This is an optimization exercise on Yosys and OpenROAD, whose aim is small area, a short achievable clock period and few clock cycles, not a production implementation. Function was checked by simulation only, so behaviour that the tests miss may differ from the original. Power figures rest on the tool's default switching activity, not on a simulated workload.

**flow/design.v**
```verilog
module veeprom_ctrl (
    input  wire         clk,
    input  wire         rst,
    input  wire         cmd_valid,
    input  wire [7:0]   cmd,
    input  wire [15:0]  addr,
    input  wire [15:0]  len,
    input  wire [423:0] wdata,
    output reg          busy,
    output reg          done,
    output wire [3:0]   status,
    output wire [423:0] rdata,
    output wire [1:0]   active_page,
    output reg          fl_req,
    output reg  [2:0]   fl_op,
    output wire [15:0]  fl_addr,
    output reg  [15:0]  fl_wdata,
    input  wire         fl_ack,
    input  wire [31:0]  fl_rdata,
    input  wire [1:0]   fl_status
);
    localparam [2:0] ST_OK      = 3'd0;
    localparam [2:0] ST_OOR     = 3'd1;
    localparam [2:0] ST_HWERR   = 3'd2;
    localparam [2:0] ST_STV     = 3'd3;
    localparam [2:0] ST_CSUM    = 3'd4;
    localparam [2:0] ST_TIMEOUT = 3'd6;
    localparam [2:0] ST_ILLEGAL = 3'd7;
    localparam [2:0] OP_RD32  = 3'd2;
    localparam [2:0] OP_PROG  = 3'd3;
    localparam [2:0] OP_ERASE = 3'd4;
    localparam [2:0] OP_UNLK  = 3'd5;
    localparam [2:0] OP_LOCK  = 3'd6;
    localparam [4:0]
        S_IDLE = 5'd0,
        S_DISP = 5'd1,
        S_RD   = 5'd2,    
        S_WA1  = 5'd3,    
        S_WA2  = 5'd4,    
        S_WER  = 5'd5,    
        S_WUN  = 5'd6,    
        S_WSS  = 5'd7,    
        S_WP   = 5'd8,    
        S_WEV  = 5'd9,    
        S_WCS  = 5'd10,   
        S_WV   = 5'd11,   
        S_WI   = 5'd12,   
        S_WLK  = 5'd13,   
        S_IN1  = 5'd14,   
        S_IN2  = 5'd15,
        S_IN3  = 5'd16,
        S_IN4  = 5'd17,
        S_IDEC = 5'd18,   
        S_IP   = 5'd19,   
        S_IADD = 5'd20,
        S_ICMP = 5'd21,
        S_IER  = 5'd22,   
        S_ME1  = 5'd23,
        S_ME2  = 5'd24;
    reg [4:0]   st;
    reg [2:0]   stat;
    reg [1:0]   act;
    reg [6:0]   fa;           
    reg [423:0] R;
    reg         c_in, c_rd, c_wr, c_me;    
    reg [5:0]   a6;           
    reg [5:0]   e6;           
    reg         hi;           
    reg [15:0]  aw;           
    reg [15:0]  acc;          
    reg [4:0]   hw;           
    reg [1:0]   d;            
    reg         addp;         
    reg         ip1, ip2;     
    reg         z0, z1, z2, f3;    
    reg         v1, c1, v2, c2;    
    reg         b56;          
    reg [1:0]   r1;           
    reg [2:0]   err;          
    assign status      = {1'b0, stat};
    assign rdata       = R;
    assign active_page = act;
    assign fl_addr     = {9'd0, fa};
    wire pa = act[1];         
    wire pb = act[0];         
    wire [2:0] fst = (fl_status == 2'd2) ? ST_TIMEOUT : ST_HWERR;
    wire [5:0] o0    = {hw, 1'b0};
    wire [5:0] o1    = {hw, 1'b1};
    wire       in0   = (o0 >= a6) && (o0 < e6);
    wire       in1   = (o1 >= a6) && (o1 < e6);
    wire [5:0] wb    = {hw[4:1], 2'b00};
    wire [6:0] wb4   = {1'b0, wb} + 7'd4;
    wire       need  = (hw[4:1] == 4'd13) || !((wb >= a6) && (wb4 <= {1'b0, e6}));
    wire       alldn = (hw == 5'd27);
    reg  [7:0] wh, wl;
    always @(*) begin
        case (d)
            2'd0: begin wh = R[423:416]; wl = R[415:408]; end
            2'd1: begin wh = R[415:408]; wl = R[407:400]; end
            2'd2: begin wh = R[407:400]; wl = R[399:392]; end
            default: begin wh = R[399:392]; wl = R[391:384]; end
        endcase
    end
    wire [15:0] ab  = hw[0] ? aw : fl_rdata[31:16];
    wire [7:0]  hh  = in0 ? wh : ab[15:8];
    wire [7:0]  hl  = in1 ? (in0 ? wl : wh) : ab[7:0];
    wire [15:0] h   = {hh, hl};
    wire        hff = (h == 16'hFFFF);
    wire [2:0]  dn  = {1'b0, d} + {2'b00, in0} + {2'b00, in1};
    wire [7:0]  ad_p = ip2 ? aw[15:8] : fl_wdata[15:8];
    wire [7:0]  ad_q = ip2 ? aw[7:0]  : fl_wdata[7:0];
    wire [8:0]  ad_s = {1'b0, ad_p} + {1'b0, ad_q};
    wire [6:0]  ae   = {1'b0, a6} + {1'b0, e6};
    wire        oor  = hi || (ae >= 7'd54) || (act == 2'd0);
    wire [5:0]  lm1  = e6 - 6'd1;
    wire [5:0]  rd0  = a6 + {lm1[5:2], 2'b00};
    wire        ld = cmd_valid && !busy;
    reg         sh;
    wire [423:0] wmir;
    genvar gi;
    generate
        for (gi = 0; gi < 53; gi = gi + 1) begin : g_mir
            assign wmir[8*(52-gi) +: 8] = wdata[8*gi +: 8];
        end
    endgenerate
    always @(posedge clk) begin
        if (ld)
            R <= wmir;
        else if (sh)
            R <= {R[391:0], fl_rdata[7:0], fl_rdata[15:8], fl_rdata[23:16], fl_rdata[31:24]};
    end
    task pay_step;
        input frd;
        begin
            if (alldn) begin
                if (addp) begin
                    fl_req <= 1'b0;
                    st     <= S_WEV;
                end else begin
                    fl_req   <= 1'b1;
                    fl_op    <= OP_PROG;
                    fa       <= {pb, 6'd54};
                    fl_wdata <= acc;
                    st       <= S_WCS;
                end
            end else if (!hw[0] && need && !frd) begin
                fl_req <= 1'b1;
                fl_op  <= OP_RD32;
                fa     <= {pa, wb};
                st     <= S_WP;
            end else begin
                fl_wdata <= h;
                addp     <= 1'b1;
                hw       <= hw + 5'd1;
                d        <= dn[1:0];
                if (hff) begin
                    fl_req <= 1'b0;
                    st     <= S_WEV;
                end else begin
                    fl_req <= 1'b1;
                    fl_op  <= OP_PROG;
                    fa     <= {pb, o0};
                    st     <= S_WP;
                end
            end
        end
    endtask
    task step3;
        begin
            fl_req   <= 1'b1;
            fl_op    <= OP_PROG;
            fl_wdata <= 16'h0000;
            st       <= S_WSS;
            if (!z0) begin
                z0 <= 1'b1;
                fa <= {pa, 6'd56};
            end else if (!z1) begin
                z1 <= 1'b1;
                fa <= {pa, 6'd58};
            end else if (!z2) begin
                z2 <= 1'b1;
                fa <= {pa, 6'd60};
            end else if (!f3) begin
                err   <= ST_STV;
                fl_op <= OP_LOCK;
                st    <= S_WLK;
            end else begin
                b56 <= 1'b1;
                fa  <= {pb, 6'd56};
            end
        end
    endtask
    task finish;
        input [2:0] s;
        begin
            stat   <= s;
            done   <= 1'b1;
            busy   <= 1'b0;
            fl_req <= 1'b0;
            st     <= S_IDLE;
        end
    endtask
    task abort;
        input [2:0] s;
        begin
            err    <= s;
            fl_req <= 1'b1;
            fl_op  <= OP_LOCK;
            st     <= S_WLK;
        end
    endtask
    always @(*) begin
        sh = 1'b0;
        if (st == S_RD)
            sh = fl_ack;
        else if (st == S_WEV || ((st == S_WP || (st == S_WSS && b56)) && fl_ack &&
                 (fl_op == OP_RD32 || fl_status == 2'b00)))
            sh = !alldn && !(!hw[0] && need && !(st != S_WEV && fl_op == OP_RD32)) && dn[2];
    end
    always @(posedge clk) begin
        if (rst) begin
            st     <= S_IDLE;
            busy   <= 1'b0;
            done   <= 1'b0;
            stat   <= ST_OK;
            act    <= 2'd0;
            fl_req <= 1'b0;
            addp   <= 1'b0;
            ip1    <= 1'b0;
            ip2    <= 1'b0;
        end else begin
            done <= 1'b0;
            ip1 <= 1'b0;
            ip2 <= ip1 && st != S_IADD;
            if (addp || ip1 || ip2)
                acc <= acc + {7'd0, ad_s};
            if (addp)
                addp <= 1'b0;
            case (st)
            S_IDLE: begin
                if (cmd_valid) begin
                    c_in <= (cmd == 8'h01);
                    c_rd <= (cmd == 8'h02);
                    c_wr <= (cmd == 8'h03);
                    c_me <= (cmd == 8'h04);
                    a6   <= addr[5:0];
                    e6   <= len[5:0];
                    hi   <= (|addr[15:6]) || (|len[15:6]);
                    busy <= 1'b1;
                    st   <= S_DISP;
                end
            end
            S_DISP: begin
                if (c_me) begin
                    fl_req <= 1'b1;
                    fl_op  <= OP_ERASE;
                    fa     <= 7'h00;
                    st     <= S_ME1;
                end else if (c_in) begin
                    fl_req <= 1'b1;
                    fl_op  <= OP_RD32;
                    fa     <= 7'd56;
                    st     <= S_IN1;
                end else if (c_rd || c_wr) begin
                    if (oor)
                        finish(ST_OOR);
                    else if (c_rd) begin
                        if (e6 == 6'd0)
                            finish(ST_OK);
                        else begin
                            fl_req <= 1'b1;
                            fl_op  <= OP_RD32;
                            fa     <= {pa, rd0};
                            st     <= S_RD;
                        end
                    end else begin
                        e6     <= ae[5:0];
                        hw     <= 5'd0;
                        d      <= 2'd0;
                        acc    <= 16'd0;
                        b56    <= 1'b0;
                        fl_req <= 1'b1;
                        fl_op  <= OP_RD32;
                        fa     <= {pa, 6'd56};
                        st     <= S_WA1;
                    end
                end else
                    finish(ST_ILLEGAL);
            end
            S_RD: if (fl_ack) begin
                if (fa[5:0] == a6)
                    finish(ST_OK);
                else
                    fa[5:0] <= fa[5:0] - 6'd4;
            end
            S_WA1: if (fl_ack) begin
                z0 <= (fl_rdata[31:16] == 16'h0000);
                z1 <= (fl_rdata[15:0]  == 16'h0000);
                fa <= {pa, 6'd60};
                st <= S_WA2;
            end
            S_WA2: if (fl_ack) begin
                z2    <= (fl_rdata[31:16] == 16'h0000);
                f3    <= (fl_rdata[15:0]  == 16'hFFFF);
                fl_op <= OP_ERASE;
                fa    <= {pb, 6'd0};
                st    <= S_WER;
            end
            S_WER: if (fl_ack) begin
                if (fl_status != 2'b00)
                    finish(fst);
                else begin
                    fl_op <= OP_UNLK;
                    st    <= S_WUN;
                end
            end
            S_WUN: if (fl_ack) begin
                if (fl_status != 2'b00 || fl_rdata[0])
                    abort(ST_HWERR);
                else
                    step3;
            end
            S_WSS: if (fl_ack) begin
                if (fl_status != 2'b00)
                    abort(fst);
                else if (b56)
                    pay_step(1'b0);
                else
                    step3;
            end
            S_WP: if (fl_ack) begin
                if (fl_op == OP_RD32) begin
                    aw <= fl_rdata[15:0];
                    pay_step(1'b1);
                end else if (fl_status != 2'b00)
                    abort(fst);
                else
                    pay_step(1'b0);
            end
            S_WEV: pay_step(1'b0);
            S_WCS: if (fl_ack) begin
                if (fl_status != 2'b00)
                    abort(fst);
                else begin
                    fl_wdata <= 16'h0000;
                    fa       <= {pb, 6'd58};
                    st       <= S_WV;
                end
            end
            S_WV: if (fl_ack) begin
                if (fl_status != 2'b00)
                    abort(fst);
                else begin
                    fa <= {pa, 6'd62};
                    st <= S_WI;
                end
            end
            S_WI: if (fl_ack) begin
                if (fl_status != 2'b00)
                    abort(fst);
                else begin
                    act <= {act[0], act[1]};
                    abort(ST_OK);
                end
            end
            S_WLK: if (fl_ack)
                finish(err);
            S_IN1, S_IN3: if (fl_ack) begin
                z0 <= (fl_rdata[31:16] == 16'h0000);
                z1 <= (fl_rdata[15:0]  == 16'h0000);
                fa <= fa + 7'd4;
                st <= st + 5'd1;
            end
            S_IN2: if (fl_ack) begin
                v1 <= z0 && z1 && (fl_rdata[31:16] == 16'hFFFF) && (fl_rdata[15:0] == 16'hFFFF);
                c1 <= z0 && z1 && (fl_rdata[31:16] == 16'h0000) && (fl_rdata[15:0] == 16'hFFFF);
                fa <= 7'h40 + 7'd56;
                st <= S_IN3;
            end
            S_IN4: if (fl_ack) begin
                v2 <= z0 && z1 && (fl_rdata[31:16] == 16'hFFFF) && (fl_rdata[15:0] == 16'hFFFF);
                c2 <= z0 && z1 && (fl_rdata[31:16] == 16'h0000) && (fl_rdata[15:0] == 16'hFFFF);
                fl_req <= 1'b0;
                st     <= S_IDEC;
            end
            S_IDEC: begin
                acc    <= 16'd0;
                fl_req <= 1'b1;
                if (v1 || v2 || c1 || c2) begin
                    act   <= (v1 || (!v2 && c1)) ? 2'd1 : 2'd2;
                    fl_op <= OP_RD32;
                    fa    <= {!(v1 || (!v2 && c1)), 6'd0};
                    st    <= S_IP;
                end else begin
                    fl_op <= OP_ERASE;
                    fa    <= 7'h00;
                    st    <= S_IER;
                end
            end
            S_IP: if (fl_ack) begin
                fl_wdata <= fl_rdata[31:16];
                aw       <= fl_rdata[15:0];
                ip1      <= 1'b1;
                if (fa[5:0] == 6'd52) begin
                    fl_req <= 1'b0;
                    st     <= S_IADD;
                end else
                    fa[5:0] <= fa[5:0] + 6'd4;
            end
            S_IADD: st <= S_ICMP;
            S_ICMP: finish((acc == aw) ? ST_OK : ST_CSUM);
            S_IER: if (fl_ack) begin
                if (fl_status != 2'b00)
                    finish(fst);
                else begin
                    act <= 2'd1;
                    finish(ST_OK);
                end
            end
            S_ME1: if (fl_ack) begin
                r1 <= fl_status;
                fa <= 7'h40;
                st <= S_ME2;
            end
            S_ME2: if (fl_ack) begin
                if (r1 == 2'd2 || (r1 == 2'd0 && fl_status == 2'd2))
                    finish(ST_TIMEOUT);
                else if (r1 == 2'd1 || fl_status == 2'd1)
                    finish(ST_HWERR);
                else
                    finish(ST_OK);
            end
            default: st <= S_IDLE;
            endcase
        end
    end
endmodule
```
**flow/run.sh**
```bash
#!/bin/bash
# synth_recipe.tcl (not shown) runs the flow's synth.tcl, then flattens the netlist and writes it again
# the make line also repeats each setting of config.mk as NAME=value (left out here)
make -C /OpenROAD-flow-scripts/flow DESIGN_CONFIG=/design/flow/config.mk WORK_HOME=/design/flow/orfs CLKGATE_MAP_FILE= SYNTH_SCRIPT=/design/flow/synth_recipe.tcl finish
```
**flow/config.mk**
```make
export PLATFORM = sky130hd
export DESIGN_NAME = veeprom_ctrl
export DESIGN_NICKNAME = veeprom_ctrl
export VERILOG_FILES = /design/flow/design.v
export SDC_FILE = /design/flow/constraint.sdc
export NUM_CORES = 4
export LEC_CHECK = 0
export CAP_MARGIN = 20
export CORE_MARGIN = 2
export CORE_UTILIZATION = 40
export SLEW_MARGIN = 20
```
**flow/constraint.sdc**
```tcl
create_clock -name core_clock -period 10.0 [get_ports {clk}]
set_input_delay 2.0000 -clock core_clock [delete_from_list [all_inputs] [get_ports {clk}]]
set_output_delay 2.0000 -clock core_clock [all_outputs]
set_load 0.01 [all_outputs]
```
==> impl_results.md, run 1 <==
- VDD IR-drop max: about 0.17 mV
- Residual DRC: 0
- Vias in the first global route: about 25000
- Slew Viols, Final: 0
- FILL cells: 5504
- Max cap viols: 0
- RSZ-0062 raised after global routing: no
- H-Tree Depth: 2
- Synth top area share: 54.9%
- Fmax: around 200 MHz
- Post-CTS setup buffers: 0
- Post-synthesis cell area: 28400 um^2
- Count leader, synth: edfxtp_1
- Non-filler cells, final: between 4000 and 5000
- Crit path from: hw[2]
- Syn_area_per_cell: 13.4 um^2
- Logic pwr share: roughly 40%
- Leakage power: between 0.01 and 0.015 uW
- WL final: ~180 mm
- Fin Clk Skew: about 67 ps
- Pin count of the biggest net entering global routing: slightly below 200
- Post-Syn Instances: roughly 2100
- Slowest-stage cell, CP: buf_12
- Min-Delay Path Class: reg2reg
- Ranking of synthesized cells by area: edfxtp_1 (55%), mux2_2 (18%), ha_1 (2.1%)
- Top cells by count, synth: edfxtp_1 (520), mux2_2 (444), a21oi_1 (114)
- CTS Buf Count: 60
- Nets: roughly 3600
- Critical-path maximum fanout: ~180
- Crit Path Category: reg2reg
- Clock power frac: around 22%
- Initial Utilization: ~40%
- Seq pwr share: roughly 39%
- Setup TNS: 0 ps
- Share of cells above drive strength 1: between 10% and 20%
- Final setup fails: 0
- Main synth FF type: edfxtp_1
- Antenna violations before repair: roughly 160
- Fin crit share: between 50% and 60%
- Vias/cell: 6.43
- Warnings, synthesis: 1
- Resized cells post-CTS: 0
- Yosys reg bits: between 500 and 600
- Area of the die: ~73000 um^2
- Outcome: finished clean
- Sw Pwr: 4130 uW
- Worst path max stage delay: 690 ps
- Clk buf depth: 3
- Hold_buf cts: 0
- Post-synthesis async set-or-reset flop share: 0%
- Startpoint Class: flop
- Crit end category: flop
- Gr ovfl total: 0
- Worst Min Path Start: ip1
- Post-synth EDFFs: 520
- Slew HR: under 10%
- Num ports: between 900 and 1000
- Post-DR wirelength/cell: 44.3 um
- Die W: around 270 um
- Power per cell area: between 200 and 300 nW/um^2
- Startpoint of the worst register-to-register path: hw[2]
- Int Power: approximately 7000 uW
- CTS clk-pin slew, worst paths: 60 ps
- Synth-to-Final Area Change: 45.9%
- GP Congestion: roughly 1.1
- Sink Count: between 500 and 600
- Post-synth top area cell: edfxtp_1
- CTS tree: done
- Crit path cell chain: inv_1 -> ha_1 -> inv_1 -> ha_1 -> a21o_1 -> a21o_1 -> a21oi_1 -> o221a_2 -> or2_2 -> a22o_1 -> a221o_4 -> buf_12
- Initial DRC count: slightly below 5000
- GRT Total Usage: between 40% and 50%
- Seq/Total Area, Yosys: between 50% and 60%
- Die Y: between 200 and 300 um
- Crit path required time: 10280 ps
- Vias: about 27000
- Post-DP HPWL: approximately 150 mm
- Number of port buffers: approximately 960
- Library cells used by synthesis: 99
- Final hold slack: about 520 ps
- Data arrival, critical path: 5350 ps
- Detailed Routing Iterations Pass 1: 6
- Post-route minimum period: about 5100 ps
- Row cnt: 97
- DP Cell Count: between 3000 and 4000
- Tightest Pin Transition: approximately 1400 ps
- Core ar.: about 70000 um^2
- Root Buffer: clkbuf_16
- Antenna Violating Nets Remaining: 0
- First-pass GRT wire length: around 240 mm
- Worst-Skew Late Latency: between 600 and 700 ps
- Switching share of total power: 37.5%
- Final hold violation count: 0
[layer usage]
layer / GRT usage [%] / wire [um] / vias to the layer above
li1: - / - / 10300
met1: 55.0 / 60800 / 13300
met2: 71.0 / 78400 / 2629
met3: 14.9 / 21900 / 682
met4: 50.8 / 23700 / 20
met5: 0 / 148 / -
[state kept, by name, indices dropped and copies added, names as in the netlist, 2 cells and up]
signal and flops:
R 424, acc 16, aw 16, fl_wdata 16
fa 7, a6 6, e6 6, hw 5
st 5, err 3, fl_op 3, stat 3
act 2, d 2, r1 2
[cell usage in the layout, fill, tap and decap left out, types with 14 or more instances in the layout]
cell type and n:
o211ai_1 14, nand2b_1 15, buf_4 35, nor2b_1 15
inv_1 62, clkdlybuf4s50_1 959, ha_1 47, xnor2_1 42
nand2_1 110, nand3_1 30, mux2i_1 48, edfxtp_1 520
nand4_1 21, nor2_1 90, nor4_1 23, diode_2 126
mux2_2 444, a211oi_1 16, o21ai_0 72, dfxtp_1 14
o31ai_1 15, a21oi_1 113, nor3_1 28, clkbuf_16 60
[power by group through the flow]
stage | clock network (uW) | registers (uW) | logic [uW]
3_5_place_dp | 0 | 4230 | 4230
5_1_grt | 2460 | 4270 | 4490
4_1_cts | 2370 | 4210 | 4270
3_3_place_gp | 0 | 4230 | 4200
2_1_floorplan | 0 | 4150 | 1700
6_report | 2380 | 4280 | 4380
[metrics by stage]
step                util [%]  total power, uW  cell area, um^2  setup WS, ps
floorplan                  -             5850            28500          1170
global placement        55.6             8440            39100          4890
detailed placement      55.7             8460            39100          4810
CTS                     58.6            10800            41200          5200
global route            59.0            11200            41400          4890
finish                  59.1            11000            41500          4930
[worst max-delay path: cells and delay by family (launching register included)]
kind / cells / cell delay [ps]
AOI/OAI and AO/OA: 6 / 1690
buffers and inverters: 3 / 950
adders and majority gates: 2 / 620
and+or+nand+nor: 1 / 520
DFF: 1 / 630
[logic make-up (layout without fill, tap and decap cells)]
kind of cell | Yosys count | count (layout) | share of synthesized area, %
AOI/OAI and AO/OA | 370 | 370 | 8.68
xor gates and xnor gates | 47 | 47 | 1.45
adders and majority gates | 59 | 59 | 2.91
buffers and inverters | 189 | 1171 | 2.85
DFF | 536 | 536 | 56.0
muxes | 509 | 509 | 20.7
other | 1 | 136 | 0.0132
and+or+nand+nor | 412 | 412 | 7.38
[area by class of cell]
class | count | area (um^2) | share of cell area [%]
well taps | 940 | 1180 | 2.83
diodes | 126 | 315 | 0.760
clock inverters | 43 | 547 | 1.32
inverters | 63 | 236 | 0.570
repair buffers | 1000 | 9960 | 24.0
multi-input cells | 1407 | 11800 | 28.5
clock buffers | 65 | 1520 | 3.66
flip-flops and latches | 536 | 15900 | 38.4
[final timing paths]
| check | end | slack [ps] | cells after the start |
|---|---|---|---|
| worst min-delay path | ip2 | 520 | 2 |
| worst min register to register | ip2 | 520 | 2 |
| worst max-delay path | R[265] | 4930 | 12 |
| worst max register to register | R[265] | 4930 | 12 |
Testbench counts, summed over its fixed seeds: cycles 27,727.
==> run 2: changes to the inputs <==
--- a/flow/design.v
+++ b/flow/design.v
@@ -35,3 +35,2 @@
         S_IDLE = 5'd0,
-        S_DISP = 5'd1,
         S_RD   = 5'd2,    
@@ -64,6 +63,4 @@
     reg [423:0] R;
-    reg         c_in, c_rd, c_wr, c_me;    
     reg [5:0]   a6;           
     reg [5:0]   e6;           
-    reg         hi;           
     reg [15:0]  aw;           
@@ -112,6 +109,6 @@
     wire [8:0]  ad_s = {1'b0, ad_p} + {1'b0, ad_q};
-    wire [6:0]  ae   = {1'b0, a6} + {1'b0, e6};
-    wire        oor  = hi || (ae >= 7'd54) || (act == 2'd0);
-    wire [5:0]  lm1  = e6 - 6'd1;
-    wire [5:0]  rd0  = a6 + {lm1[5:2], 2'b00};
+    wire [6:0]  ia   = {1'b0, addr[5:0]} + {1'b0, len[5:0]};
+    wire        ioor = (|addr[15:6]) || (|len[15:6]) || (ia >= 7'd54) || (act == 2'd0);
+    wire [5:0]  ilm1 = len[5:0] - 6'd1;
+    wire [5:0]  ird0 = addr[5:0] + {ilm1[5:2], 2'b00};
     wire        ld = cmd_valid && !busy;
@@ -125,8 +122,8 @@
     endgenerate
-    always @(posedge clk) begin
-        if (ld)
-            R <= wmir;
-        else if (sh)
-            R <= {R[391:0], fl_rdata[7:0], fl_rdata[15:8], fl_rdata[23:16], fl_rdata[31:24]};
-    end
+    wire [423:0] rsh = {R[391:0], fl_rdata[7:0], fl_rdata[15:8], fl_rdata[23:16], fl_rdata[31:24]};
+    wire         s_ld = ld;
+    wire         s_sh = sh && !ld;
+    wire         s_hd = !sh && !ld;
+    always @(posedge clk)
+        R <= ({424{s_ld}} & wmir) | ({424{s_sh}} & rsh) | ({424{s_hd}} & R);
     task pay_step;
@@ -241,49 +238,43 @@
                 if (cmd_valid) begin
-                    c_in <= (cmd == 8'h01);
-                    c_rd <= (cmd == 8'h02);
-                    c_wr <= (cmd == 8'h03);
-                    c_me <= (cmd == 8'h04);
-                    a6   <= addr[5:0];
-                    e6   <= len[5:0];
-                    hi   <= (|addr[15:6]) || (|len[15:6]);
-                    busy <= 1'b1;
-                    st   <= S_DISP;
-                end
-            end
-            S_DISP: begin
-                if (c_me) begin
-                    fl_req <= 1'b1;
-                    fl_op  <= OP_ERASE;
-                    fa     <= 7'h00;
-                    st     <= S_ME1;
-                end else if (c_in) begin
-                    fl_req <= 1'b1;
-                    fl_op  <= OP_RD32;
-                    fa     <= 7'd56;
-                    st     <= S_IN1;
-                end else if (c_rd || c_wr) begin
-                    if (oor)
-                        finish(ST_OOR);
-                    else if (c_rd) begin
-                        if (e6 == 6'd0)
-                            finish(ST_OK);
-                        else begin
+                    a6 <= addr[5:0];
+                    e6 <= ia[5:0];
+                    if (cmd == 8'h04) begin
+                        busy   <= 1'b1;
+                        fl_req <= 1'b1;
+                        fl_op  <= OP_ERASE;
+                        fa     <= 7'h00;
+                        st     <= S_ME1;
+                    end else if (cmd == 8'h01) begin
+                        busy   <= 1'b1;
+                        fl_req <= 1'b1;
+                        fl_op  <= OP_RD32;
+                        fa     <= 7'd56;
+                        st     <= S_IN1;
+                    end else if (cmd == 8'h02 || cmd == 8'h03) begin
+                        if (ioor)
+                            finish(ST_OOR);
+                        else if (!cmd[0]) begin
+                            if (len[5:0] == 6'd0)
+                                finish(ST_OK);
+                            else begin
+                                busy   <= 1'b1;
+                                fl_req <= 1'b1;
+                                fl_op  <= OP_RD32;
+                                fa     <= {pa, ird0};
+                                st     <= S_RD;
+                            end
+                        end else begin
+                            hw     <= 5'd0;
+                            d      <= 2'd0;
+                            acc    <= 16'd0;
+                            b56    <= 1'b0;
+                            busy   <= 1'b1;
                             fl_req <= 1'b1;
                             fl_op  <= OP_RD32;
-                            fa     <= {pa, rd0};
-                            st     <= S_RD;
+                            fa     <= {pa, 6'd56};
+                            st     <= S_WA1;
                         end
-                    end else begin
-                        e6     <= ae[5:0];
-                        hw     <= 5'd0;
-                        d      <= 2'd0;
-                        acc    <= 16'd0;
-                        b56    <= 1'b0;
-                        fl_req <= 1'b1;
-                        fl_op  <= OP_RD32;
-                        fa     <= {pa, 6'd56};
-                        st     <= S_WA1;
-                    end
-                end else
-                    finish(ST_ILLEGAL);
+                    end else
+                        finish(ST_ILLEGAL);
+                end
             end
--- a/flow/config.mk
+++ b/flow/config.mk
@@ -7,5 +7,6 @@
 export LEC_CHECK = 0
+export ABC_AREA = 1
 export CAP_MARGIN = 20
 export CORE_MARGIN = 2
-export CORE_UTILIZATION = 40
+export CORE_UTILIZATION = 60
 export SLEW_MARGIN = 20
==> impl_results.md, run 2 <==
- Post-Syn Instances: 3767 (+77%)
- Post-synth EDFFs: 91 (-83%)
- Fail Step: 3_2_place_iop
- Post-synthesis cell area: 26700 um^2 (-6.2%)
- Synth top area share: 33.0% (-22 points)
- Tool error: [ERROR PPL-0024] Number of IO pins (970) exceeds maximum number of available positions (772). Increase the die perimeter from 859.28um to 1319.20um.
- Warnings, synthesis: 1 (unchanged)
- Main synth FF type: dfxtp_1
- Count leader, synth: nand2_1
- Seq/Total Area, Yosys: 43.3% (-13 points)
- Ranking of synthesized cells by area: dfxtp_1 (33%), nand2_1 (22%), edfxtp_1 (10%)
- Row cnt: 77 (-21%)
- Outcome: did not finish
- Post-synthesis async set-or-reset flop share: 0% (unchanged)
- Syn_area_per_cell: 7.08 um^2 (-47%)
- Die Y: 215 um (-21%)
- Post-synth top area cell: dfxtp_1
- Library cells used by synthesis: 58 (-41%)
- Initial Utilization: 60.6% (+20 points)
- Die W: 215 um (-21%)
- Yosys reg bits: 531 (-0.93%)
- Top cells by count, synth: nand2_1 (1567), nand3_1 (513), dfxtp_1 (440)
## run 2: cell count changes after synthesis, sizes merged, moves of 48 or more
| cell | delta |
|---|---|
| mux2i | -48 |
| mux2 | -446 |
| inv | +174 |
| buf | +68 |
| nand2 | +1464 |
| edfxtp | -429 |
| nor2 | +126 |
| nand3 | +486 |
| dfxtp | +424 |
## run 2: logic make-up after synthesis
kind of cell	Yosys count	share of synthesized area [%]
and+or+nand+nor	2428	38.2
DFF	531	43.3
buffers and inverters	428	7.58
AOI/OAI and AO/OA	291	6.83
adders and majority gates	59	3.13
xor gates and xnor gates	29	0.952
other	1	0.0141
Testbench counts of run 2, summed over its fixed seeds: cycles 27,391.
==> run 3: changes to the inputs <==
--- a/flow/design.v
+++ b/flow/design.v
@@ -87,5 +87,6 @@
     wire       in1   = (o1 >= a6) && (o1 < e6);
-    wire [5:0] wb    = {hw[4:1], 2'b00};
-    wire [6:0] wb4   = {1'b0, wb} + 7'd4;
-    wire       need  = (hw[4:1] == 4'd13) || !((wb >= a6) && (wb4 <= {1'b0, e6}));
+    wire [5:0] ep    = {e6[5:1], 1'b0};
+    wire       tail  = (o0 >= ep);
+    wire       sec   = tail ? (hw[0] ^ e6[1]) : hw[0];    
+    wire       need  = tail || (o0 < a6);
     wire       alldn = (hw == 5'd27);
@@ -100,3 +101,3 @@
     end
-    wire [15:0] ab  = hw[0] ? aw : fl_rdata[31:16];
+    wire [15:0] ab  = sec ? aw : fl_rdata[31:16];
     wire [7:0]  hh  = in0 ? wh : ab[15:8];
@@ -142,6 +143,6 @@
                 end
-            end else if (!hw[0] && need && !frd) begin
+            end else if (!sec && need && !frd) begin
                 fl_req <= 1'b1;
                 fl_op  <= OP_RD32;
-                fa     <= {pa, wb};
+                fa     <= {pa, o0};
                 st     <= S_WP;
@@ -214,3 +215,3 @@
                  (fl_op == OP_RD32 || fl_status == 2'b00)))
-            sh = !alldn && !(!hw[0] && need && !(st != S_WEV && fl_op == OP_RD32)) && dn[2];
+            sh = !alldn && !(!sec && need && !(st != S_WEV && fl_op == OP_RD32)) && dn[2];
     end
==> flow/flow/run.sh (new file) <==
#!/bin/bash
# The standard layout (standard.sh), with the ports buffered by the
# smallest buffer, sky130_fd_sc_hd__buf_1, instead of the default pick.
# make's full output goes to make_finish.log in the work folder.
set -euo pipefail
export BUFFER_PORTS_ARGS="-buffer_cell sky130_fd_sc_hd__buf_1"
bash standard.sh finish > make_finish.log 2>&1
==> flow/standard.sh (new file) <==
#!/bin/bash
# synth_recipe.tcl (not shown) runs the flow's synth.tcl, then flattens the netlist and writes it again
# the make line also repeats each setting of config.mk as NAME=value (left out here)
make -C /OpenROAD-flow-scripts/flow DESIGN_CONFIG=/design/flow/config.mk WORK_HOME=/design/flow/orfs CLKGATE_MAP_FILE= SYNTH_SCRIPT=/design/flow/synth_recipe.tcl "${@:-finish}"
removed: flow/run.sh
==> impl_results.md, run 3 <==
- Post-Synth XOR/XNOR Area: 1.05% (+0.10 points)
- Largest family of logic cells by synthesized area: simple AND/OR/NAND/NOR gates
- Count leader, synth: nand2_1
- Ranking of synthesized cells by area: dfxtp_1 (33%), nand2_1 (22%), edfxtp_1 (10%)
- Synth top area share: 33.1% (+0.050 points)
- Warnings, synthesis: 1 (unchanged)
- Top cells by count, synth: nand2_1 (1557), nand3_1 (506), dfxtp_1 (440)
- Initial Utilization: 60.5% (-0.091 points)
- Simple-Gate Fraction of Synth Area: 38.5% (+0.26 points)
- Main synth FF type: dfxtp_1
- Syn_area_per_cell: 7.03 um^2 (-0.68%)
- Portion of netlist area occupied by mux cells: 0.0376% (+0.038 points)
- Post-synth EDFFs: 91 (unchanged)
- Fail Step: 3_2_place_iop
- Die W: 215 um (about the same)
- Die Y: 215 um (about the same)
- Outcome: did not finish
- Seq/Total Area, Yosys: 43.3% (+0.065 points)
- Post-Syn Instances: 3787 (+0.53%)
- Tool error: [ERROR PPL-0024] Number of IO pins (970) exceeds maximum number of available positions (772). Increase the die perimeter from 858.64um to 1319.20um.
- Row cnt: 77 (unchanged)
- Synth Area in Adders: 2.86% (-0.28 points)
- Post-synthesis cell area: 26600 um^2 (-0.15%)
- Synth Area in Compound Gates: 7.27% (+0.44 points)
- Library cells used by synthesis: 64 (+10%)
- Post-synth top area cell: dfxtp_1
- Yosys reg bits: 531 (unchanged)
- Post-synthesis async set-or-reset flop share: 0% (unchanged)
-- run 3: changes by cell type after synthesis, moves of 11 or more --
cell	change
o22ai_1	-29
a21oi_1	+17
a221oi_1	-15
buf_6	-33
o21ai_0	+16
buf_4	+23
buf_2	+11
-- run 3: cell families after synthesis --
logic type,count (synthesis)
buffers and inverters,426
AO/OA/AOI/OAI,317
other,1
adder cells (fa/ha/maj),53
multiplexers,1
flip-flops,531
XOR/XNOR,32
AND/OR/NAND/NOR,2426
Testbench counts of run 3, summed over its fixed seeds: cycles 27,297.
==> run 4: changes to the inputs <==
--- a/flow/design.v
+++ b/flow/design.v
@@ -57,3 +57,4 @@
         S_ME1  = 5'd23,
-        S_ME2  = 5'd24;
+        S_ME2  = 5'd24,
+        S_IRES = 5'd25;   
     reg [4:0]   st;
@@ -66,3 +67,4 @@
     reg [15:0]  aw;           
-    reg [15:0]  acc;          
+    reg [7:0]   accl, acch;   
+    reg [1:0]   cr;           
     reg [4:0]   hw;           
@@ -83,11 +85,16 @@
     wire [2:0] fst = (fl_status == 2'd2) ? ST_TIMEOUT : ST_HWERR;
-    wire [5:0] o0    = {hw, 1'b0};
-    wire [5:0] o1    = {hw, 1'b1};
-    wire       in0   = (o0 >= a6) && (o0 < e6);
-    wire       in1   = (o1 >= a6) && (o1 < e6);
+    wire [4:0] hn    = hw + 5'd1;
+    wire [5:0] o0    = {hn, 1'b0};
+    wire [5:0] o1    = {hn, 1'b1};
+    wire       n_in0 = (o0 >= a6) && (o0 < e6);
+    wire       n_in1 = (o1 >= a6) && (o1 < e6);
     wire [5:0] ep    = {e6[5:1], 1'b0};
     wire       tail  = (o0 >= ep);
-    wire       sec   = tail ? (hw[0] ^ e6[1]) : hw[0];    
-    wire       need  = tail || (o0 < a6);
-    wire       alldn = (hw == 5'd27);
+    wire       n_sec = tail ? (hn[0] ^ e6[1]) : hn[0];    
+    wire       n_need = tail || (o0 < a6);
+    wire       n_alldn = (hn == 5'd27);
+    reg        in0, in1, sec, need, alldn;
+    reg        shp;       
+    reg        rdst;      
+    wire [5:0] hpo   = {hw, 1'b0};
     reg  [7:0] wh, wl;
@@ -109,3 +116,4 @@
     wire [7:0]  ad_q = ip2 ? aw[7:0]  : fl_wdata[7:0];
-    wire [8:0]  ad_s = {1'b0, ad_p} + {1'b0, ad_q};
+    wire [9:0]  lsum = {2'b00, accl} + {2'b00, ad_p} + {2'b00, ad_q};
+    wire [15:0] acc  = {acch, accl};
     wire [6:0]  ia   = {1'b0, addr[5:0]} + {1'b0, len[5:0]};
@@ -114,2 +122,7 @@
     wire [5:0]  ird0 = addr[5:0] + {ilm1[5:2], 2'b00};
+    wire        c_in = (cmd == 8'h01);
+    wire        c_rd = (cmd == 8'h02);
+    wire        c_wr = (cmd == 8'h03);
+    wire        c_me = (cmd == 8'h04);
+    wire        go   = c_me || c_in || (c_wr && !ioor) || (c_rd && !ioor && len[5:0] != 6'd0);
     wire        ld = cmd_valid && !busy;
@@ -132,4 +145,7 @@
         begin
-            if (alldn) begin
-                if (addp) begin
+            if (shp) begin
+                fl_req <= 1'b0;
+                st     <= S_WEV;
+            end else if (alldn) begin
+                if (addp || cr != 2'd0) begin
                     fl_req <= 1'b0;
@@ -146,3 +162,3 @@
                 fl_op  <= OP_RD32;
-                fa     <= {pa, o0};
+                fa     <= {pa, hpo};
                 st     <= S_WP;
@@ -151,4 +167,5 @@
                 addp     <= 1'b1;
-                hw       <= hw + 5'd1;
                 d        <= dn[1:0];
+                shp      <= dn[2];
+                hstep;
                 if (hff) begin
@@ -159,3 +176,3 @@
                     fl_op  <= OP_PROG;
-                    fa     <= {pb, o0};
+                    fa     <= {pb, hpo};
                     st     <= S_WP;
@@ -165,2 +182,12 @@
     endtask
+    task hstep;
+        begin
+            hw    <= hn;
+            in0   <= n_in0;
+            in1   <= n_in1;
+            sec   <= n_sec;
+            need  <= n_need;
+            alldn <= n_alldn;
+        end
+    endtask
     task step3;
@@ -209,10 +236,3 @@
     endtask
-    always @(*) begin
-        sh = 1'b0;
-        if (st == S_RD)
-            sh = fl_ack;
-        else if (st == S_WEV || ((st == S_WP || (st == S_WSS && b56)) && fl_ack &&
-                 (fl_op == OP_RD32 || fl_status == 2'b00)))
-            sh = !alldn && !(!sec && need && !(st != S_WEV && fl_op == OP_RD32)) && dn[2];
-    end
+    always @(*) sh = (rdst && fl_ack) || shp;
     always @(posedge clk) begin
@@ -226,2 +246,4 @@
             addp   <= 1'b0;
+            shp    <= 1'b0;
+            rdst   <= 1'b0;
             ip1    <= 1'b0;
@@ -230,6 +252,12 @@
             done <= 1'b0;
+            shp  <= 1'b0;
+            rdst <= 1'b0;
             ip1 <= 1'b0;
             ip2 <= ip1 && st != S_IADD;
-            if (addp || ip1 || ip2)
-                acc <= acc + {7'd0, ad_s};
+            acch <= acch + {6'd0, cr};
+            cr   <= 2'd0;
+            if (addp || ip1 || ip2) begin
+                accl <= lsum[7:0];
+                cr   <= lsum[9:8];
+            end
             if (addp)
@@ -239,51 +267,31 @@
                 if (cmd_valid) begin
-                    a6 <= addr[5:0];
-                    e6 <= ia[5:0];
-                    if (cmd == 8'h04) begin
-                        busy   <= 1'b1;
-                        fl_req <= 1'b1;
-                        fl_op  <= OP_ERASE;
-                        fa     <= 7'h00;
-                        st     <= S_ME1;
-                    end else if (cmd == 8'h01) begin
-                        busy   <= 1'b1;
-                        fl_req <= 1'b1;
-                        fl_op  <= OP_RD32;
-                        fa     <= 7'd56;
-                        st     <= S_IN1;
-                    end else if (cmd == 8'h02 || cmd == 8'h03) begin
-                        if (ioor)
-                            finish(ST_OOR);
-                        else if (!cmd[0]) begin
-                            if (len[5:0] == 6'd0)
-                                finish(ST_OK);
-                            else begin
-                                busy   <= 1'b1;
-                                fl_req <= 1'b1;
-                                fl_op  <= OP_RD32;
-                                fa     <= {pa, ird0};
-                                st     <= S_RD;
-                            end
-                        end else begin
-                            hw     <= 5'd0;
-                            d      <= 2'd0;
-                            acc    <= 16'd0;
-                            b56    <= 1'b0;
-                            busy   <= 1'b1;
-                            fl_req <= 1'b1;
-                            fl_op  <= OP_RD32;
-                            fa     <= {pa, 6'd56};
-                            st     <= S_WA1;
-                        end
-                    end else
-                        finish(ST_ILLEGAL);
+                    a6     <= addr[5:0];
+                    e6     <= len[5:0];
+                    hw     <= 5'h1F;
+                    d      <= 2'd0;
+                    accl   <= 8'd0;
+                    acch   <= 8'd0;
+                    b56    <= 1'b0;
+                    fl_op  <= c_me ? OP_ERASE : OP_RD32;
+                    fa     <= c_me ? 7'h00 : c_in ? 7'd56 : c_rd ? {pa, ird0} : {pa, 6'd56};
+                    fl_req <= go;
+                    busy   <= go;
+                    done   <= !go;
+                    rdst   <= go && c_rd;
+                    stat   <= !(c_rd || c_wr) ? ST_ILLEGAL : ioor ? ST_OOR : ST_OK;
+                    st     <= !go ? S_IDLE : c_me ? S_ME1 : c_in ? S_IN1 : c_rd ? S_RD : S_WA1;
                 end
             end
-            S_RD: if (fl_ack) begin
-                if (fa[5:0] == a6)
-                    finish(ST_OK);
-                else
-                    fa[5:0] <= fa[5:0] - 6'd4;
+            S_RD: begin
+                rdst <= 1'b1;
+                if (fl_ack) begin
+                    if (fa[5:0] == a6) begin
+                        rdst <= 1'b0;
+                        finish(ST_OK);
+                    end else
+                        fa[5:0] <= fa[5:0] - 6'd4;
+                end
             end
             S_WA1: if (fl_ack) begin
+                e6 <= a6 + e6;
                 z0 <= (fl_rdata[31:16] == 16'h0000);
@@ -294,2 +302,3 @@
             S_WA2: if (fl_ack) begin
+                hstep;
                 z2    <= (fl_rdata[31:16] == 16'h0000);
@@ -378,3 +387,4 @@
             S_IDEC: begin
-                acc    <= 16'd0;
+                accl   <= 8'd0;
+                acch   <= 8'd0;
                 fl_req <= 1'b1;
@@ -401,3 +411,4 @@
             end
-            S_IADD: st <= S_ICMP;
+            S_IADD: st <= S_IRES;
+            S_IRES: st <= S_ICMP;
             S_ICMP: finish((acc == aw) ? ST_OK : ST_CSUM);
==> flow/flow/run.sh (replaced) <==
#!/bin/bash
# The standard layout (standard.sh) with two changes to how it is made:
#  - ports are buffered by sky130_fd_sc_hd__buf_1 instead of the default pick;
#  - repair_timing aims for 6.7 ns of setup slack, so the layout is sized for
#    a short achieved period (the clock and constraints stay the standard flow's).
# make's full output goes to make_finish.log in the work folder.
set -euo pipefail
export BUFFER_PORTS_ARGS="-buffer_cell sky130_fd_sc_hd__buf_1"
export SETUP_SLACK_MARGIN=6.7
bash standard.sh finish > make_finish.log 2>&1
--- a/flow/config.mk
+++ b/flow/config.mk
@@ -9,4 +9,4 @@
 export CAP_MARGIN = 20
-export CORE_MARGIN = 2
-export CORE_UTILIZATION = 60
+export CORE_AREA = 2 2 272 272
+export DIE_AREA = 0 0 274 274
 export SLEW_MARGIN = 20
==> impl_results.md, run 4 <==
- RSZ-0062 raised after global routing: yes
- Synth top area share: 32.9% (-0.21 points)
- Crit Path Category: in2reg
- Initial Utilization: 37.1% (-23 points)
- Worst-Skew Late Latency: 630 ps
- Seq pwr share: 44.3%
- Final hold violation count: 0
- Sw Pwr: about 2100 uW
- VDD IR-drop max: about 0.12 mV
- Die Y: 274 um (+28%)
- CTS tree: done
- Crit end category: flop
- Post-DR wirelength/cell: ~32 um
- Fin crit share: approximately a third
- Count leader, synth: nand2_1
- Initial DRC count: 5300
- WL final: around 190 mm
- Ranking of synthesized cells by area: dfxtp_1 (33%), nand2_1 (21%), edfxtp_1 (11%)
- DP Cell Count: ~5600
- Simple-Gate Fraction of Synth Area: 36.1% (-2.3 points)
- Top routing layer used: met5
- Int Power: around 4200 uW
- Non-filler cells, final: 5832
- Library cells used by synthesis: 61 (-4.7%)
- Cell family with most CP delay: simple AND/OR/NAND/NOR gates
- CTS Buf Count: 66
- Die W: 274 um (+28%)
- Vias: ~34000
- Switching share of total power: about 34%
- CP Buf/Inv Count: 4
- First-pass GRT wire length: roughly 250 mm
- Residual DRC: 0
- Post-Syn Instances: 3814 (+0.71%)
- Slew HR: between 10% and 20%
- Crit path cell chain: buf_8 -> ha_4 -> inv_2 -> fa_2 -> a21oi_2 -> o21ai_1 -> nand3_1 -> nand2_1 -> inv_2 -> o2111ai_4 -> nand3_4 -> nand2_4 -> nand3_4 -> nand2_2 -> inv_2 -> nand2_2 -> nand2_1 -> a21oi_1
- Row cnt: 99 (+29%)
- Leakage power: ~0.015 uW
- Antenna Violating Nets Remaining: 0
- Clk buf depth: 3
- Synth Area in Adders: 3.30% (+0.44 points)
- Clock power frac: 39.0%
- Share of cells above drive strength 1: a little under an eighth
- Max cap viols: 0
- Root Buffer: clkbuf_16
- Fin Clk Skew: 23.8 ps
- Final setup fails: 0
- Most used cell, CP: inv_2
- Pin count of the biggest net entering global routing: 100
- Main synth FF type: dfxtp_1
- Detailed Routing Iterations Pass 1: 8
- Syn_area_per_cell: 7.06 um^2 (+0.38%)
- Number of port buffers: ~960
- CTS clk-pin slew, worst paths: around 60 ps
- Most common cell after layout, fill and taps aside: nand2_1
- Synth Area in Compound Gates: 9.12% (+1.8 points)
- Power per cell area: 178 nW/um^2
- Most frequent cells in the layout: nand2_1 (1492), buf_1 (868), nand3_1 (487)
- Sink Count: 540
- Post-DP HPWL: around 150 mm
- Metal-1 WL: slightly above 70 mm
- Portion of netlist area occupied by mux cells: 0.112% (+0.074 points)
- Post-synthesis cell area: 26900 um^2 (+1.1%)
- Synth-to-Final Area Change: 31.9%
- Min-Delay Path Class: reg2reg
- Top cells by count, synth: nand2_1 (1503), nand3_1 (495), dfxtp_1 (442)
- Outcome: finished clean
- FILL cells: 7670
- Vias/cell: roughly 5.9
- Critical-path maximum fanout: 4
- Gr ovfl total: 0
- Startpoint Class: input port
- Largest family of logic cells by synthesized area: simple AND/OR/NAND/NOR gates
- Core ar.: around 73000 um^2
- Antenna violations before repair: just over 90
- Max reg flops: roughly 420
- Biggest register: R
- Num ports: 970
- Worst path max stage delay: 420 ps
- Met3 wire len: between 30 and 40 mm
- Crit path required time: 10490 ps
- Post-synth EDFFs: 98 (+7.7%)
- Tightest Pin Transition: between 1000 and 1500 ps
- Slew Viols, Final: 0
- Warnings, synthesis: 1 (unchanged)
- GP Congestion: 1.07
- Setup TNS: 0 ps
- Data arrival, critical path: between 3000 and 4000 ps
- Logic pwr share: 16.6%
- Post-Synth XOR/XNOR Area: 0.911% (-0.14 points)
- GRT Total Usage: a little under half
- Post-synthesis async set-or-reset flop share: 0% (unchanged)
- Seq/Total Area, Yosys: 43.8% (+0.46 points)
- Vias in the first global route: roughly 30000
- Yosys reg bits: 540 (+1.7%)
- Post-synth top area cell: dfxtp_1
- Met2 wire length: about 72 mm
- Post-route minimum period: ~3400 ps
- Regs by FF count: R: 424 flops, aw: 16 flops, fl_wdata: 16 flops
- Slowest-stage cell, CP: fa_2
- H-Tree Depth: 3
- Nets: 5330
- Area of the die: 75100 um^2
- Fmax: ~290 MHz
run 4: changes by cell type after synthesis, sizes merged, moves of 8 or more:
| cell | change |
|---|---|
| a21oi | +9 |
| nand4 | -15 |
| nand3 | -13 |
| o21ai | +22 |
| nor2 | +16 |
| o211ai | +26 |
| buf | -57 |
| clkbuf | +68 |
| xnor2 | -8 |
| nand2 | -64 |
| nor3 | -11 |
run 4: cells by family after synthesis:
kind of cell,after synthesis
AO/OA/AOI/OAI,396
XOR/XNOR,28
adder cells (fa/ha/maj),62
buffers and inverters,439
flip-flops,540
multiplexers,3
other,1
AND/OR/NAND/NOR,2345
run 4: tightest hold or removal path: cells and delay by family, from the launching register on:
family	cells	cell delay [ps]
AND/OR/NAND/NOR	2	100
flip-flops	1	310
run 4: repair_timing:
item	in CTS	in global routing
gates resized for setup	241	142
hold buffers	0	0
setup endpoints to repair	602	393
setup buffers	43	32
pin swaps	21	51
gates cloned	9	3
run 4: cell type report:
type / instances / area [um^2] / area share [%]
multi-input combinational: 2845 / 14000 / 39.4
sequential: 540 / 11900 / 33.7
timing repair buffer: 1071 / 5070 / 14.3
clock buffer: 87 / 1820 / 5.14
tap: 959 / 1200 / 3.38
inverter: 240 / 1000 / 2.82
clock inverter: 32 / 327 / 0.920
antenna: 56 / 140 / 0.395
timing repair inverter: 2 / 20.0 / 0.0564
run 4: final timing paths:
check | start | to | slack, ps | depth (start not counted)
max | addr[0] | st[0] | 6590 | 18
min | ip1 | ip2 | 450 | 2
max reg2reg | d[1] | fa[2] | 6730 | 15
min reg2reg | ip1 | ip2 | 450 | 2
run 4: power groups by stage:
stage,Clock [uW],Sequential [uW],Combinational (uW)
floorplan,0,2740,381
global placement,0,2820,945
detailed placement,0,2810,949
CTS,2460,2780,997
global route,2540,2800,1120
finish,2470,2810,1050
run 4: metrics by stage:
step	instance area [um^2]	util, %	hold WS, ps	total power [uW]	worst slack [ps]
5_1_grt	35400	48.8	472	6460	6500
4_1_cts	34600	47.7	451	6240	6580
2_1_floorplan	27300	-	423	3120	6350
3_3_place_gp	31400	43.3	443	3760	5090
6_report	35500	48.9	450	6340	6590
3_5_place_dp	31400	43.3	442	3760	5090
run 4: routing by layer:
metal  GRT usage (%)  vias up
met5               0        -
met1            61.1    16300
met2            63.1     2706
li1                -    14500
met3            25.5      548
met4            26.7       50
Testbench counts of run 4, summed over its fixed seeds: cycles 27,354.
==> run 5: changes to the inputs <==
--- a/flow/flow/run.sh
+++ b/flow/flow/run.sh
@@ -1,4 +1,6 @@
 #!/bin/bash
-# The standard layout (standard.sh) with two changes to how it is made:
+# The standard layout (standard.sh) with these changes to how it is made:
 #  - ports are buffered by sky130_fd_sc_hd__buf_1 instead of the default pick;
+#  - pins may sit one routing track apart, so the die can be smaller;
+#  - CTS clusters up to 40 sinks per leaf buffer and adds no dummy loads;
 #  - repair_timing aims for 6.7 ns of setup slack, so the layout is sized for
@@ -8,2 +10,4 @@
 export BUFFER_PORTS_ARGS="-buffer_cell sky130_fd_sc_hd__buf_1"
+export PLACE_PINS_ARGS="-min_distance 1 -min_distance_in_tracks"
+export CTS_ARGS="-sink_clustering_enable -repair_clock_nets -sink_clustering_size 40 -sink_clustering_max_diameter 120 -dont_use_dummy_load"
 export SETUP_SLACK_MARGIN=6.7
--- a/flow/config.mk
+++ b/flow/config.mk
@@ -9,4 +9,4 @@
 export CAP_MARGIN = 20
-export CORE_AREA = 2 2 272 272
-export DIE_AREA = 0 0 274 274
+export CORE_AREA = 2 2 223 223
+export DIE_AREA = 0 0 225 225
 export SLEW_MARGIN = 20
==> impl_results.md, run 5 <==
- Post-synth top area cell: dfxtp_1
- Seq/Total Area, Yosys: 43.8% (unchanged)
- Pin count of the biggest net entering global routing: around 110
- Vias in the first global route: 29700
- Synth top area share: 32.9% (unchanged)
- Top cells by count, synth: nand2_1 (1503), nand3_1 (495), dfxtp_1 (442)
- Hold_buf cts: 0 (unchanged)
- First-pass GRT wire length: 176 mm
- Root Buffer: clkbuf_16
- Syn_area_per_cell: 7.06 um^2 (unchanged)
- Initial Utilization: 56.1% (+19 points)
- Post-synthesis async set-or-reset flop share: 0% (unchanged)
- Tool error: [ERROR GRT-0116] Global routing finished with congestion. Check the congestion regions in the DRC Viewer.
- Post-DP HPWL: 88.0 mm (-40%)
- Fail Step: 5_1_grt
- Row cnt: 80 (-19%)
- Ranking of synthesized cells by area: dfxtp_1 (33%), nand2_1 (21%), edfxtp_1 (11%)
- Post-Syn Instances: 3814 (unchanged)
- Main synth FF type: dfxtp_1
- Die Y: 225 um (-18%)
- H-Tree Depth: 1 (-2)
- Post-synth EDFFs: 98 (unchanged)
- Post-synthesis cell area: 26900 um^2 (unchanged)
- GP Congestion: 1.05 (-2.3%)
- Outcome: did not finish
- Yosys reg bits: 540 (unchanged)
- Sink Count: 540 (unchanged)
- Clk buf depth: 3 (unchanged)
- Count leader, synth: nand2_1
- Number of port buffers: 959 (unchanged)
- Gr ovfl total: 3
- Num ports: 970 (unchanged)
- Library cells used by synthesis: 61 (unchanged)
- CTS Buf Count: 18 (-73%)
- Warnings, synthesis: 1 (unchanged)
- GRT Total Usage: 46.3%
- Die W: 225 um (-18%)
- DP Cell Count: 5220 (-6.3%)
-- run 5: cell families after synthesis --
family | count (synthesis) | synth area share (%)
compound gates | 396 | 9.12
mux | 3 | 0.112
fa+ha+maj | 62 | 3.30
buf+inv | 439 | 6.60
other cells | 1 | 0.0139
simple gates | 2345 | 36.1
flops | 540 | 43.8
xor+xnor | 28 | 0.911
-- run 5: worst max-delay path by stage --
stage	start	end	slack (ps)	cells after the start
after floorplan	addr[0]	st[0]	6350	18
after global placement	fl_ack	R[199]	5260	9
after detailed placement	fl_ack	R[199]	5270	9
after CTS	len[0]	st[0]	6640	18
-- run 5: power by group through the flow --
| stage | clock network (uW) | registers, uW | logic (uW) |
|---|---|---|---|
| floorplan | 0 | 2740 | 381 |
| detailed placement | 0 | 2730 | 859 |
| global placement | 0 | 2730 | 845 |
| CTS | 1000 | 2680 | 896 |
-- run 5: per-stage QoR --
stage | cell area (um^2) | setup slack [ps]
detailed placement | 30900 | 5270
global placement | 30900 | 5260
floorplan | 27300 | 6350
CTS | 32200 | 6640
-- run 5: routing by layer --
layer  track usage (%)  overflow
met4              35.4         1
met3              19.2         0
met5                 0         0
met1              52.9         0
met2              68.8         2
-- run 5: timing repair --
action | CTS
pin swaps | 27
setup endpoints to repair | 490
gates cloned | 9
gates resized for setup | 92
buffers inserted | 44
==> run 6: changes to the inputs <==
--- a/flow/design.v
+++ b/flow/design.v
@@ -74,6 +74,4 @@
     reg         z0, z1, z2, f3;    
-    reg         v1, c1, v2, c2;    
+    reg         v2, c2;       
     reg         b56;          
-    reg [1:0]   r1;           
-    reg [2:0]   err;          
     assign status      = {1'b0, stat};
@@ -112,3 +110,5 @@
     wire [15:0] h   = {hh, hl};
-    wire        hff = (h == 16'hFFFF);
+    wire        hh_ff = in0 ? (&wh) : sec ? (&aw[15:8]) : (&fl_rdata[31:24]);
+    wire        hl_ff = in1 ? (in0 ? (&wl) : (&wh)) : sec ? (&aw[7:0]) : (&fl_rdata[23:16]);
+    wire        hff = hh_ff && hl_ff;
     wire [2:0]  dn  = {1'b0, d} + {2'b00, in0} + {2'b00, in1};
@@ -118,2 +118,3 @@
     wire [15:0] acc  = {acch, accl};
+    wire [7:0]  acch_n = acch + {6'd0, cr};
     wire [6:0]  ia   = {1'b0, addr[5:0]} + {1'b0, len[5:0]};
@@ -149,3 +150,3 @@
             end else if (alldn) begin
-                if (addp || cr != 2'd0) begin
+                if (addp) begin
                     fl_req <= 1'b0;
@@ -156,3 +157,3 @@
                     fa       <= {pb, 6'd54};
-                    fl_wdata <= acc;
+                    fl_wdata <= {acch_n, accl};
                     st       <= S_WCS;
@@ -170,3 +171,8 @@
                 hstep;
-                if (hff) begin
+                if (hff && !n_sec && n_need && !n_alldn) begin
+                    fl_req <= 1'b1;
+                    fl_op  <= OP_RD32;
+                    fa     <= {pa, hn, 1'b0};
+                    st     <= S_WP;
+                end else if (hff) begin
                     fl_req <= 1'b0;
@@ -208,3 +214,3 @@
             end else if (!f3) begin
-                err   <= ST_STV;
+                stat  <= ST_STV;
                 fl_op <= OP_LOCK;
@@ -230,3 +236,3 @@
         begin
-            err    <= s;
+            stat   <= s;
             fl_req <= 1'b1;
@@ -256,3 +262,3 @@
             ip2 <= ip1 && st != S_IADD;
-            acch <= acch + {6'd0, cr};
+            acch <= acch_n;
             cr   <= 2'd0;
@@ -264,4 +270,3 @@
                 addp <= 1'b0;
-            case (st)
-            S_IDLE: begin
+            if (!busy) begin
                 if (cmd_valid) begin
@@ -279,7 +284,7 @@
                     done   <= !go;
-                    rdst   <= go && c_rd;
+                    rdst   <= c_rd;
                     stat   <= !(c_rd || c_wr) ? ST_ILLEGAL : ioor ? ST_OOR : ST_OK;
-                    st     <= !go ? S_IDLE : c_me ? S_ME1 : c_in ? S_IN1 : c_rd ? S_RD : S_WA1;
+                    st     <= c_me ? S_ME1 : c_in ? S_IN1 : c_rd ? S_RD : S_WA1;
                 end
-            end
+            end else case (st)
             S_RD: begin
@@ -367,3 +372,3 @@
             S_WLK: if (fl_ack)
-                finish(err);
+                finish(stat);
             S_IN1, S_IN3: if (fl_ack) begin
@@ -375,4 +380,4 @@
             S_IN2: if (fl_ack) begin
-                v1 <= z0 && z1 && (fl_rdata[31:16] == 16'hFFFF) && (fl_rdata[15:0] == 16'hFFFF);
-                c1 <= z0 && z1 && (fl_rdata[31:16] == 16'h0000) && (fl_rdata[15:0] == 16'hFFFF);
+                z2 <= z0 && z1 && (fl_rdata[31:16] == 16'hFFFF) && (fl_rdata[15:0] == 16'hFFFF);
+                f3 <= z0 && z1 && (fl_rdata[31:16] == 16'h0000) && (fl_rdata[15:0] == 16'hFFFF);
                 fa <= 7'h40 + 7'd56;
@@ -390,6 +395,6 @@
                 fl_req <= 1'b1;
-                if (v1 || v2 || c1 || c2) begin
-                    act   <= (v1 || (!v2 && c1)) ? 2'd1 : 2'd2;
+                if (z2 || v2 || f3 || c2) begin
+                    act   <= (z2 || (!v2 && f3)) ? 2'd1 : 2'd2;
                     fl_op <= OP_RD32;
-                    fa    <= {!(v1 || (!v2 && c1)), 6'd0};
+                    fa    <= {!(z2 || (!v2 && f3)), 6'd0};
                     st    <= S_IP;
@@ -423,4 +428,4 @@
             S_ME1: if (fl_ack) begin
-                r1 <= fl_status;
-                fa <= 7'h40;
+                stat <= {1'b0, fl_status};    
+                fa   <= 7'h40;
                 st <= S_ME2;
@@ -428,5 +433,5 @@
             S_ME2: if (fl_ack) begin
-                if (r1 == 2'd2 || (r1 == 2'd0 && fl_status == 2'd2))
+                if (stat[1:0] == 2'd2 || (stat[1:0] == 2'd0 && fl_status == 2'd2))
                     finish(ST_TIMEOUT);
-                else if (r1 == 2'd1 || fl_status == 2'd1)
+                else if (stat[1:0] == 2'd1 || fl_status == 2'd1)
                     finish(ST_HWERR);
==> flow/flow/run.sh (replaced) <==
#!/bin/bash
# The standard layout (standard.sh) with these changes to how it is made:
#  - ports are buffered by sky130_fd_sc_hd__buf_1 instead of the default pick;
#  - pins may sit one routing track apart, so the die can be smaller;
#  - CTS clusters up to 28 sinks per leaf buffer and adds no dummy loads;
#  - repair_timing aims for 6.6 ns of setup slack, so the layout is sized for
#    a short achieved period (the clock and constraints stay the standard flow's).
# make's full output goes to make_finish.log in the work folder.
set -euo pipefail
export BUFFER_PORTS_ARGS="-buffer_cell sky130_fd_sc_hd__buf_1"
export PLACE_PINS_ARGS="-min_distance 1 -min_distance_in_tracks"
export CTS_ARGS="-sink_clustering_enable -repair_clock_nets -sink_clustering_size 28 -sink_clustering_max_diameter 80 -dont_use_dummy_load"
export SETUP_SLACK_MARGIN=6.6
bash standard.sh finish > make_finish.log 2>&1
--- a/flow/config.mk
+++ b/flow/config.mk
@@ -9,4 +9,4 @@
 export CAP_MARGIN = 20
-export CORE_AREA = 2 2 223 223
-export DIE_AREA = 0 0 225 225
+export CORE_AREA = 2 2 238 238
+export DIE_AREA = 0 0 240 240
 export SLEW_MARGIN = 20
==> impl_results.md, run 6 <==
- Gr ovfl total: 0
- H-Tree Depth: 2 (+1)
- Pin count of the biggest net entering global routing: around 200
- Clk buf depth: 3 (unchanged)
- GP Congestion: 1.02 (-3.0%)
- Portion of netlist area occupied by mux cells: 0% (-0.11 points)
- Fmax: around 280 MHz
- Cell family with most CP delay: simple AND/OR/NAND/NOR gates
- Count leader, synth: nand2_1
- WL final: roughly 130 mm
- Vias/cell: around 5.7
- Outcome: finished clean
- Post-synth EDFFs: 91 (-7.1%)
- Most common cell after layout, fill and taps aside: nand2_1
- Hold_buf cts: 0 (unchanged)
- Vias in the first global route: ~28000
- Tightest Pin Transition: just under 1000 ps
- Crit end category: flop
- Synth-to-Final Area Change: 23.4%
- Main synth FF type: dfxtp_1
- Post-route minimum period: about 3600 ps
- FILL cells: roughly 5500
- Vias: 31800
- Sw Pwr: around 1500 uW
- Final hold violation count: 0
- Max reg flops: between 400 and 500
- Worst path max stage delay: roughly 220 ps
- Crit path cell chain: buf_1 -> buf_6 -> nand2_4 -> nor3_4 -> nand3_1 -> nand3_1 -> nand2_2 -> a21oi_4 -> nand2_4 -> nor2_4 -> nand2_2 -> nand2_4 -> a21oi_2 -> nor3b_2 -> o21bai_1
- Top cells by count, synth: nand2_1 (1573), nand3_1 (510), dfxtp_1 (442)
- Sink Count: 533 (-1.3%)
- GRT Total Usage: between 40% and 50%
- Simple-Gate Fraction of Synth Area: 36.5% (+0.41 points)
- Nets: roughly 5400
- Logic pwr share: between 10% and 20%
- Syn_area_per_cell: 6.94 um^2 (-1.6%)
- Critical-path maximum fanout: 6
- Fin Clk Skew: approximately 86 ps
- Antenna violations before repair: between 50 and 60
- VDD IR-drop max: around 0.12 mV
- Largest family of logic cells by synthesized area: simple AND/OR/NAND/NOR gates
- Fin crit share: between 30 and 40%
- Yosys reg bits: 533 (-1.3%)
- CTS tree: done
- Warnings, synthesis: 1 (unchanged)
- Design area: 33400 um^2
- Biggest register: R
- Slowest-stage cell, CP: a21oi_4
- Core ar.: 55100 um^2
- Switching share of total power: 31.9%
- Die Y: 240 um (+6.7%)
- Final setup fails: 0
- Most used cell, CP: nand2_4
- Non-filler cells, final: 5573
- Startpoint Class: input port
- Initial Utilization: 49.2% (-7.0 points)
- Most frequent cells in the layout: nand2_1 (1554), buf_1 (927), nand3_1 (503)
- Max cap viols: 0
- Row cnt: 86 (+7.5%)
- Post-synthesis async set-or-reset flop share: 0% (unchanged)
- Int Power: 3270 uW
- Share of cells above drive strength 1: under 10%
- CTS clk-pin slew, worst paths: roughly 60 ps
- Setup TNS: 0 ps
- Leakage power: 0.0142 uW
- Number of port buffers: 959 (unchanged)
- Post-synthesis cell area: 27100 um^2 (+0.67%)
- Clock power frac: 28.4%
- Post-Syn Instances: 3903 (+2.3%)
- Detailed Routing Iterations Pass 1: 8
- Library cells used by synthesis: 58 (-4.9%)
- Post-DP HPWL: 92.8 mm (+5.5%)
- Area of the die: roughly 58000 um^2
- Residual DRC: 0
- Ranking of synthesized cells by area: dfxtp_1 (33%), nand2_1 (22%), edfxtp_1 (10%)
- DP Cell Count: 5437 (+4.2%)
- Crit Path Category: in2reg
- Slew HR: around 35%
- Initial DRC count: a little under 4000
- Synth top area share: 32.7% (-0.22 points)
- CP Buf/Inv Count: 2
- Post-DR wirelength/cell: 22.8 um
- Antenna Violating Nets Remaining: 0
- Min-Delay Path Class: reg2reg
- Worst-Skew Late Latency: a little over 600 ps
- Slew Viols, Final: 0
- CTS Buf Count: 34 (+16)
- First-pass GRT wire length: between 150 and 200 mm
- Post-synth top area cell: dfxtp_1
- Seq/Total Area, Yosys: 42.7% (-1.1 points)
- Synth Area in Adders: 3.28% (-0.022 points)
- RSZ-0062 raised after global routing: yes
- Placed Area: 31300 um^2 (+1.1%)
- Synth Area in Compound Gates: 9.47% (+0.35 points)
- Root Buffer: clkbuf_16
- Crit path required time: 10240 ps
- Data arrival, critical path: between 3000 and 4000 ps
- Seq pwr share: between 50% and 60%
- Post-Synth XOR/XNOR Area: 1.29% (+0.38 points)
- Die W: 240 um (+6.7%)
- Power per cell area: about 140 nW/um^2
- Regs by FF count: R: 424 flops, aw: 16 flops, fl_wdata: 16 flops
- Num ports: 970 (unchanged)
==> run 6: cell count changes after synthesis, moves of 15 or more <==
cell	before	now
clkbuf_1	143	168
nand3_1	495	510
buf_2	25	6
xnor2_1	5	20
nor3_1	22	37
nand2_1	1503	1573
nor2_1	235	194
==> run 6: power by group through the flow <==
stage	Sequential, uW	Clock [uW]	Combinational [uW]
floorplan	2620	0	360
global placement	2620	0	782
detailed placement	2620	0	788
CTS	2580	1360	810
global route	2600	1450	924
finish	2590	1360	852
==> run 6: final timing paths <==
kind           startpoint       end  slack (ps)  cells after the start
max          fl_rdata[21]  fl_op[1]        6440                     15
min                   ip1       ip2         460                      2
max reg2reg         hw[0]  fl_op[1]        6650                     19
min reg2reg           ip1       ip2         460                      2
==> run 6: layer usage <==
layer	part of all wire [%]	track usage, %	up-vias
met5	0.18	0.433	-
met4	7.5	27.6	32
met3	13	15.2	495
met2	42	59.8	2142
met1	37	53.0	14500
li1	-	-	14600
==> run 6: cell type report <==
type | count | area, um^2 | area share (%)
clock buffers | 34 | 851 | 2.55
multi-input cells | 2922 | 14200 | 42.6
repair buffers | 1047 | 4690 | 14.0
repair inverters | 3 | 28.8 | 0.0861
well taps | 748 | 936 | 2.80
inverters | 248 | 1010 | 3.02
flip-flops and latches | 533 | 11600 | 34.6
diodes | 38 | 95.1 | 0.284
==> run 6: kinds of logic (layout without fill, tap and decap cells) <==
kind of cell    after synthesis  in the layout
xor+xnor                     40             40
simple gates               2395           2396
other cells                   1             48
fa+ha+maj                    62             62
buf+inv                     458           1332
flops                       533            533
compound gates              414            414
==> run 6: timing repair <==
action,4_1_cts,5_1_grt
resized for setup,100,74
setup endpoints to repair,436,347
cloned,5,6
pin swaps,25,38
setup buffers,34,18
==> run 6: metrics by stage <==
stage | setup WS [ps] | hold slack, ps | utilization, % | total power, uW
after CTS | 6540 | 457 | 59.6 | 4750
after floorplan | 6400 | 424 | - | 2980
final | 6440 | 460 | 60.7 | 4800
after global routing | 6370 | 498 | 60.6 | 4970
after global placement | 5190 | 451 | 56.8 | 3410
after detailed placement | 5190 | 449 | 56.8 | 3410
==> run 6: tightest hold or removal path, stage by stage (launching register included) <==
cell and delay (ps):
dfxtp_1 320, nand2_1 60, nor2_1 40
Testbench counts of run 6, summed over its fixed seeds: cycles 26,917.

## port drivers added, routing unchanged
How much do the figures lean on ideal ports? The routed layouts below were timed once more, with nothing changed but the port constraints. Step 1, drivers: a clkbuf_16 drives clk and a buf_2 each remaining input, both assumed. Step 2 times the ports against the registers' clock, not the clock port: input delays grow and output delays shrink by t, the midpoint of the rising clock arrivals with the driver on. Three values: ideal, step 1, step 2; two values: the first two.
run	t (ns)	setup WS [ns]	clock arrival spread, ns
run 1	0.722	4.932 / 4.932 / 4.700	0.069 / 0.069
run 4	0.690	6.588 / 6.596 / 5.928	0.028 / 0.027
run 6	0.622	6.441 / 6.374 / 5.752	0.098 / 0.098
After both steps setup and hold are still met in every run listed. The setup slack of run 6, which loses most, moves by -0.067 ns with the drivers and by -0.689 ns with both steps.
